Source: an optimization exercise on an open RTL-to-GDS flow (aim: small area, a short achievable clock period and few clock cycles per item). Production flows keep margins and buffers that such runs may drop.
RTL that was checked went through simulation tests only; none was proved equivalent to the original.

==> job 848 <==
Design bso_core, start of the top module:
module bso_core #(
    parameter W = 64
) (
    input  wire         clk,
    input  wire         rst,           
    input  wire         req_valid,
    input  wire [39:0]  cmd,
    input  wire [W-1:0] a,
    input  wire [W-1:0] b,
    output reg          rsp_valid,
    output wire [W-1:0] rset,
    output wire [15:0]  rcnt,
    output reg          rflag,
    output reg  [1:0]   err
);
export LEC_CHECK = 0
export CAP_MARGIN = 20
export CORE_MARGIN = 2
export CORE_UTILIZATION = 40
export PLACE_DENSITY = 0.5
export SLEW_MARGIN = 20
create_clock -name core_clock -period 12.0 [get_ports {clk}]
standard.sh (not shown) runs the stock make flow with config.mk's settings and CLKGATE_MAP_FILE= SYNTH_SCRIPT=/design/flow/synth_recipe.tcl, a recipe that flattens the netlist after the stock synthesis.
==> flow/flow/run.sh <==
#!/bin/bash
# Standard layout, with plain buffers (sky130_fd_sc_hd__buf_1) on the ports
# instead of the delay buffers buffer_ports picks by default, and timing
# repair aimed at a 3.4 ns period (setup margin 8.6 ns on the 12 ns clock).
set -euo pipefail
export BUFFER_PORTS_ARGS="-buffer_cell sky130_fd_sc_hd__buf_1"
export SETUP_SLACK_MARGIN=8.6
bash standard.sh > standard.log 2>&1
==> job 589: changes against job 848 <==
==> flow/flow/run.sh (replaced) <==
#!/bin/bash
# Standard layout, with plain buffers (sky130_fd_sc_hd__buf_1) on the ports
# instead of the delay buffers buffer_ports picks by default.
set -euo pipefail
export BUFFER_PORTS_ARGS="-buffer_cell sky130_fd_sc_hd__buf_1"
bash standard.sh > standard.log 2>&1
==> flow/config.mk (replaced) <==
export PLATFORM = sky130hd
export DESIGN_NAME = bso_core
export DESIGN_NICKNAME = bso_core
export VERILOG_FILES = /design/flow/design.v
export SDC_FILE = /design/flow/constraint.sdc
export NUM_CORES = 8
export LEC_CHECK = 0
export CAP_MARGIN = 20
export CORE_MARGIN = 2
export CORE_UTILIZATION = 25
export PLACE_DENSITY = 0.35
export SLEW_MARGIN = 20
==> job 5776: changes against job 848 <==
--- a/flow/design.v
+++ b/flow/design.v
@@ -267,95 +267,97 @@
             6'h26: begin f = F_BNX; test_op = 1'b1; end
             6'h28: begin f = F_X;   test_op = 1'b1; end
             default: legal = 1'b0;
         endcase
         if (rsv != 2'b00) legal = 1'b0;
     end
     wire n1big = |n1[15:6];                                
-    wire n2big = |n2[15:6];                                
-    wire [7:0] rsum = {1'b0, n1[6:0]} + {1'b0, n2[6:0]};
-    wire ext_bad = (|n1[15:7]) | (|n2[15:7]) | rsum[7] | (rsum[6] & (|rsum[5:0]));
+    wire nbig  = (|n1[15:7]) | (|n2[15:7]);                
     wire [3:0] f_ok = f & {4{legal}};
     wire [3:0] lut1 = (shift_op & n1big) ? {f_ok[1:0], f_ok[1:0]} : f_ok;
     wire [5:0] n1lo = n1[5:0];
     wire [5:0] ramt = rot_r ? n1lo : rot_l ? (6'd0 - n1lo) : 6'd0;
     wire [5:0] lo1  = mk_shl ? n1lo : 6'd0;
     wire [6:0] hi1  = mk_shr ? (7'd64 - {1'b0, n1lo}) :
-                      mk_ext ? (n2big ? 7'd64 : {1'b0, n2[5:0]}) : 7'd64;
+                      mk_ext ? n2[6:0] : 7'd64;          
     reg          v1_q;
     reg [W-1:0]  a_q, b_q;
     reg [5:0]    rs_q, rsn_q;              
     reg [5:0]    lo_q;
     reg [6:0]    hi_q;
     reg [3:0]    lut_q;
-    reg          bad_q, ill_q, test1_q;
+    reg          ext_q, big_q, n1b6_q, ill_q, test1_q;
     reg          card1_q, clz_q, ctz_q, min_q, max_q;
     always @(posedge clk) begin
         v1_q    <= go;
         a_q     <= a;
         b_q     <= b;
         rs_q    <= ramt;
         rsn_q   <= ~ramt;
         lo_q    <= lo1;
         hi_q    <= hi1;
         lut_q   <= lut1;
-        bad_q   <= legal & mk_ext & ext_bad;
+        ext_q   <= legal & mk_ext;
+        big_q   <= nbig;
+        n1b6_q  <= n1[6];
         ill_q   <= ~legal;
         test1_q <= legal & test_op;
         card1_q <= legal & c_card;
         clz_q   <= legal & c_clz;
         ctz_q   <= legal & c_ctz;
         min_q   <= legal & c_min;
         max_q   <= legal & c_max;
     end
+    wire [7:0] rsum = {1'b0, n1b6_q, rs_q} + {1'b0, hi_q};
+    wire bad_q = ext_q & (big_q | rsum[7] | (rsum[6] & (|rsum[5:0])));
     wire [W-1:0] rb [0:6];
     assign rb[0] = a_q;
     genvar j;
     generate
         for (j = 0; j < 6; j = j + 1) begin : g_rb
             rot_stage #(.SH(1 << j), .INV(1)) st (
                 .d(rb[j]), .s(rs_q[j]), .sn(rsn_q[j]), .q(rb[j+1]));
         end
     endgenerate
     wire [W-1:0] x = rb[6];                
-    wire [W-1:0] r2;
-    mask_lut ml (.x(x), .b(b_q), .lo(lo_q), .hi(hi_q), .lut(lut_q & {4{~bad_q}}), .r(r2));
+    wire [W-1:0] rn2;
+    mask_lut ml (.x(x), .b(b_q), .lo(lo_q), .hi(hi_q), .lut(~(lut_q & {4{~bad_q}})), .r(rn2));
     wire [5:0] fl_lo, fl_hi;
     wire       nonempty;
     first_last fl (.v(a_q), .lo(fl_lo), .hi(fl_hi), .nonempty(nonempty));
     wire [6:0] clz = nonempty ? {1'b0, ~fl_hi} : 7'd64;
     wire [6:0] ctz = nonempty ? {1'b0, fl_lo}  : 7'd64;
     wire [6:0] cv2 = ({7{clz_q}} & clz)
                    | ({7{ctz_q}} & ctz)
                    | ({7{min_q & nonempty}} & {1'b0, fl_lo})
                    | ({7{max_q & nonempty}} & {1'b0, fl_hi});
     wire empty = (min_q | max_q) & ~nonempty;
     wire [NP-1:0] pc2;
     popcount_a pca (.v(a_q), .p(pc2));
     reg          v2_q;
-    reg [W-1:0]  r_q;
+    reg [W-1:0]  rn_q;
     reg [6:0]    cv_q;
     reg [NP-1:0] pc_q;
     reg          card_q, test_q;
     reg [1:0]    err2_q;
     always @(posedge clk) begin
         v2_q   <= v1_q & ~rst;               
-        r_q    <= r2;
+        rn_q   <= rn2;
         cv_q   <= cv2;
         pc_q   <= pc2;
         card_q <= card1_q;
         test_q <= test1_q;
         err2_q <= ill_q ? ERR_ILLEGAL_OP : bad_q ? ERR_INVALID_RANGE :
                   empty ? ERR_EMPTY_SET : ERR_OK;
     end
     wire g3 = v2_q & ~rst;                   
     wire [6:0] card;
     popcount_b pcb (.p(pc_q), .card(card));
-    wire [W-1:0] rset_d  = r_q & {W{g3 & ~test_q}};
-    wire         rflag_d = g3 & test_q & ~|r_q;
+    wire [W-1:0] rset_d  = ~(rn_q | {W{~(g3 & ~test_q)}});
+    wire         rflag_d = g3 & test_q & (&rn_q);
     wire [6:0]   rcnt_d  = {7{g3}} & (card_q ? card : cv_q);
     wire [1:0]   err_d   = {2{g3}} & err2_q;
     reg [W-1:0] rset_q;
     reg [6:0]   rcnt_q;
     always @(posedge clk) begin
         rsp_valid <= g3;
         rset_q    <= rset_d;
==> flow/config.mk (replaced) <==
export PLATFORM = sky130hd
export DESIGN_NAME = bso_core
export DESIGN_NICKNAME = bso_core
export VERILOG_FILES = /design/flow/design.v
export SDC_FILE = /design/flow/constraint.sdc
export NUM_CORES = 8
export LEC_CHECK = 0
export CAP_MARGIN = 20
export CORE_MARGIN = 2
export CORE_UTILIZATION = 55
export CTS_CLUSTER_DIAMETER = 100
export CTS_CLUSTER_SIZE = 30
export PLACE_DENSITY = 0.65
export SLEW_MARGIN = 20
==> qor summary <==
| quantity | job 5776 | job 848 | job 589 |
|---|---|---|---|
| Met1 routing resource usage after global routing | 40.9% | 40.2% | 26.0% |
| Synthesized-area fraction occupied by and/or/nand/nor cells | 12.0% | 13.2% | 13.2% |
| Reg area | 6770 µm² | 6740 µm² | 6690 µm² |
| Die Area | 32300 µm² | 44300 µm² | 70300 µm² |
| Core Util, Final | 62.3% | 47.7% | 29.7% |
| DRT iter0 DRCs | 1521 | 1332 | 1072 |
| FILL cells | 2643 | 4034 | 7166 |
| Worst reg2reg setup slack | 8.75 ns | 8.73 ns | 8.51 ns |
| Design Area, Final | 19000 µm² | 20000 µm² | 20000 µm² |
| Post-synth top area share | 39.5% | 39.1% | 39.1% |
| Setup crit start kind | flop | input port | input port |
| RSZ-0062 raised after global routing | true | true | false |
| Weighted congestion at the end of routability-driven global placement | 0.991 | 0.979 | 0.903 |
| Critical-path cell with the highest stage delay | dfxtp_1 | fa_2 | a21boi_1 |
| Adder and majority cell fraction of the synthesized area | 8.77% | 8.72% | 8.72% |
| Outcome | timing/DRC/antenna clean | timing/DRC/antenna clean | timing/DRC/antenna clean |
| Clock buffer instance count of the final layout | 17 | 53 | 44 |
| Via/cell ratio | 6.50 | 5.98 | 5.20 |
Testbench counts of job 5776, summed over its fixed seeds: cycles 64,032, items 64,000.
The RTL of job 848 and job 589 was laid out without a check of its function.

what the ideal ports hide:
How much do the figures lean on ideal ports? The routed layouts below were timed once more, with nothing changed but the port constraints.
Step 1 sets driving cells, clkbuf_16 on the clock port and buf_2 on the other inputs (assumed; they add their load-dependent delay and slew).
Step 2 moves the port delays by t, midway between the first and last clock arrival at a register: inputs arrive t later, outputs are due t later. That takes back most of the time a late clock gives input paths.
a / b / c = ideal ports / drivers / drivers and shift; a / b = the first two.
| run | shift t [ns] | slack for setup (ns) | hold WS [ns] | slew at the worst register clock pin (ns) |
|---|---|---|---|---|
| job 848 | 0.603 | 8.480 / 8.510 / 7.906 | 0.325 / 0.325 / 0.325 | 0.06 / 0.06 |
| job 589 | 0.626 | 7.801 / 7.838 / 7.212 | 0.325 / 0.325 / 0.325 | 0.07 / 0.07 |
| job 5776 | 0.570 | 8.616 / 8.564 / 8.068 | 0.321 / 0.321 / 0.321 | 0.11 / 0.11 |
After both steps every run listed still meets setup and hold. The setup slack of job 589, which loses most, moves by +0.037 ns with the drivers and by -0.589 ns with both steps.
